Background: an optimization exercise with open tools, aiming at small area, a short achievable clock period and few clock cycles. Do not read the settings as production practice. Power figures rest on the tool's default switching activity, not on a simulated workload.

Design mctp_tx, start of the top module:
module mctp_tx (
    input  wire        clk,
    input  wire        rst,           
    input  wire        start_valid,
    output wire        start_ready,
    input  wire [12:0] cfg_len,       
    input  wire [7:0]  cfg_mtu,       
    input  wire [31:0] cfg_addr,      
    input  wire        cfg_to,        
    input  wire        cfg_pec_xor,   
    input  wire        cfg_mic,       
    input  wire        in_valid,
    output wire        in_ready,
    input  wire [7:0]  in_data,
    output reg         out_valid,
    input  wire        out_ready,
    output reg  [7:0]  out_data,
    output reg         out_sop,       
    output reg         out_eop        
);
For scale: ~830 cells after synthesis, ~82 I/O pins, ~8400 um^2 of cells after synthesis.
clock: 5.0 ns
lec_check: 0
cap_margin: 20
core_margin: 2
core_utilization: 40
setup_slack_margin: 3.0
slew_margin: 20
synth_hierarchical: 1
tns_end_percent: 20
standard.sh (not shown) runs the stock make flow with config.mk's settings and CLKGATE_MAP_FILE= SYNTH_SCRIPT=/design/flow/synth_recipe.tcl, a recipe that flattens the netlist after the stock synthesis.
==> flow/flow/run.sh <==
#!/bin/bash
# The standard layout (standard.sh: the standard flow's synthesis and ORFS flow), with the
# port buffers made of sky130_fd_sc_hd__buf_1 cells instead of the default
# delay-buffer cells, and clock tree synthesis without dummy loads.
# make's full output goes to flow_make.log.
set -euo pipefail
export BUFFER_PORTS_ARGS="-buffer_cell sky130_fd_sc_hd__buf_1"
export CTS_ARGS="-sink_clustering_enable -repair_clock_nets -dont_use_dummy_load -buf_list sky130_fd_sc_hd__clkbuf_8 -sink_clustering_size 30"
bash standard.sh > flow_make.log 2>&1
The baseline finished clean.
Change:
Settings changed: PLACE_DENSITY set to 0.45, SETUP_SLACK_MARGIN 3.0 to 2.8, TNS_END_PERCENT 20 to 10.
What happened: Wire length rose by roughly a tenth. Count of clock-buffer cells in the layout is unchanged. Hold slack gets worse by 14 ps. Register-to-register slack degrades by 60 ps. Setup slack improved by 40 ps. Total power went down slightly. Design area came out lower by a few percent. Sequential power is about the same. Clock skew came out higher by 9.3 ps. Die area does not change.
No functional check of the RTL was part of any run of this note.

* * *

mctp_tx, a different RTL version from the one above (not shown whole).
For scale: ~790 cells after synthesis, about 150 flip-flops, ~82 I/O pins, ~0.0083 mm² of cells after synthesis.
Design mctp_tx, start of the top module:
module mctp_tx (
    input  wire        clk,
    input  wire        rst,           
    input  wire        start_valid,
    output wire        start_ready,
    input  wire [12:0] cfg_len,       
    input  wire [7:0]  cfg_mtu,       
    input  wire [31:0] cfg_addr,      
    input  wire        cfg_to,        
    input  wire        cfg_pec_xor,   
    input  wire        cfg_mic,       
    input  wire        in_valid,
    output wire        in_ready,
    input  wire [7:0]  in_data,
    output reg         out_valid,
    input  wire        out_ready,
    output reg  [7:0]  out_data,
    output reg         out_sop,       
    output reg         out_eop        
);
clock: 5.0 ns
lec_check: 0
cap_margin: 20
core_margin: 2
core_utilization: 40
cts_buf_list: sky130_fd_sc_hd__clkbuf_8
cts_cluster_size: 30
setup_slack_margin: 2.8
slew_margin: 20
synth_hierarchical: 1
tns_end_percent: 40
Scripts as last shown in full above: flow/flow/run.sh
Change:
- TNS_END_PERCENT: 40 -> 10
What happened: The new run finished with timing, DRC and antenna clean; final area drops by 1.2%; cell count drops by 1.0%; setup slack loses 0.0084 ns; global-route usage climbs by 0.32 points.
No functional check of the RTL was part of any run of this note.

* * *

== job 4835 ==
mctp_tx, a different RTL version from the one above (not shown whole).
For scale: roughly 140 flip-flops, ~9600 um2 of cells after synthesis.
Design mctp_tx, start of the top module:
module mctp_tx (
    input  wire        clk,
    input  wire        rst,           
    input  wire        start_valid,
    output wire        start_ready,
    input  wire [12:0] cfg_len,       
    input  wire [7:0]  cfg_mtu,       
    input  wire [31:0] cfg_addr,      
    input  wire        cfg_to,        
    input  wire        cfg_pec_xor,   
    input  wire        cfg_mic,       
    input  wire        in_valid,
    output wire        in_ready,
    input  wire [7:0]  in_data,
    output reg         out_valid,
    input  wire        out_ready,
    output reg  [7:0]  out_data,
    output reg         out_sop,       
    output reg         out_eop        
);
==> flow/config.mk <==
export PLATFORM = sky130hd
export DESIGN_NAME = mctp_tx
export DESIGN_NICKNAME = mctp_tx
export VERILOG_FILES = /design/flow/design.v
export SDC_FILE = /design/flow/constraint.sdc
export NUM_CORES = 4
export LEC_CHECK = 0
export CAP_MARGIN = 20
export CORE_MARGIN = 2
export CORE_UTILIZATION = 40
export SLEW_MARGIN = 20
==> flow/constraint.sdc <==
create_clock -name core_clock -period 5.0 [get_ports {clk}]
set_input_delay 1.0000 -clock core_clock [delete_from_list [all_inputs] [get_ports {clk}]]
set_output_delay 1.0000 -clock core_clock [all_outputs]
set_load 0.01 [all_outputs]
==> flow/flow/run.sh <==
#!/bin/bash
# The standard layout (standard.sh: the standard flow's synthesis and ORFS flow), with the
# port buffers made of sky130_fd_sc_hd__buf_2 cells instead of the default
# delay-buffer cells. make's full output goes to flow_make.log.
set -euo pipefail
export BUFFER_PORTS_ARGS="-buffer_cell sky130_fd_sc_hd__buf_2"
bash standard.sh > flow_make.log 2>&1
Job 4835 finished end to end and its layout was clean on timing, DRC and antenna.
#### Input delta (job 2170 over job 4835)
Settings: SETUP_SLACK_MARGIN now 2.6, previously not set.
==> flow/run.sh (new file) <==
#!/bin/bash
# synth_recipe.tcl (not shown) runs the flow's synth.tcl, then flattens the netlist and writes it again
# the make line also repeats each setting of config.mk as NAME=value (left out here)
make -C /OpenROAD-flow-scripts/flow DESIGN_CONFIG=/design/flow/config.mk WORK_HOME=/design/flow/orfs CLKGATE_MAP_FILE= SYNTH_SCRIPT=/design/flow/synth_recipe.tcl finish
removed: flow/flow/run.sh
removed: flow/standard.sh
### Flow results
From job 4835 to job 2170 the numbers moved as follows: met2 usage rose by 5.1 points, non-clock buffer contribution to total cell area rose by 11 points. Of job 2170 and job 4835, the run reporting the lower part of the power in combinational logic was job 4835. The wire length of the first global-routing pass number comes out lower for job 4835 vs job 2170. Job 2170 does worse than job 4835 on final routed wirelength across all metal layers. Setup slack in job 2170 is 0.84 ns higher than in job 4835.
No functional check of the RTL was part of any run of this note.

==> re-timing with driven ports <==
Ports are ideal in the flow. The routed layouts listed here were re-timed in OpenROAD.
Step 1: set_driving_cell puts a clkbuf_16 on clk and a buf_2 on each other input, an assumption about the parent block.
Step 2 times the ports against the registers' clock, not the clock port: input delays grow and output delays shrink by t, the midpoint of the rising clock arrivals with the driver on.
a / b / c = no drivers / after step 1 / after step 2; a / b = the first two.
| run | shift t [ns] | setup slack, ns | hold slack, ns | worst slew at a driven data input, ns |
|---|---|---|---|---|
| the first run of note 1 | 0.491 | 2.671 / 2.664 / 2.173 | 0.462 / 0.462 / 0.462 | 0.07 |
| the second run of note 1 | 0.487 | 2.711 / 2.714 / 2.227 | 0.448 / 0.448 / 0.448 | 0.05 |
| the first run of note 2 | 0.469 | 2.722 / 2.722 / 2.276 | 0.470 / 0.470 / 0.470 | 0.06 |
| the second run of note 2 | 0.482 | 2.714 / 2.695 / 2.213 | 0.489 / 0.489 / 0.489 | 0.06 |
| job 4835 | 0.487 | 1.379 / 1.379 / 1.379 | 0.529 / 0.529 / 0.529 | 0.05 |
| job 2170 | 0.462 | 2.220 / 2.220 / 1.882 | 0.520 / 0.520 / 0.520 | 0.05 |
After both steps every run listed still meets setup and hold. For the second run of note 2, which loses most, drivers alone change the setup slack by -0.019 ns; drivers and shift together by -0.501 ns.
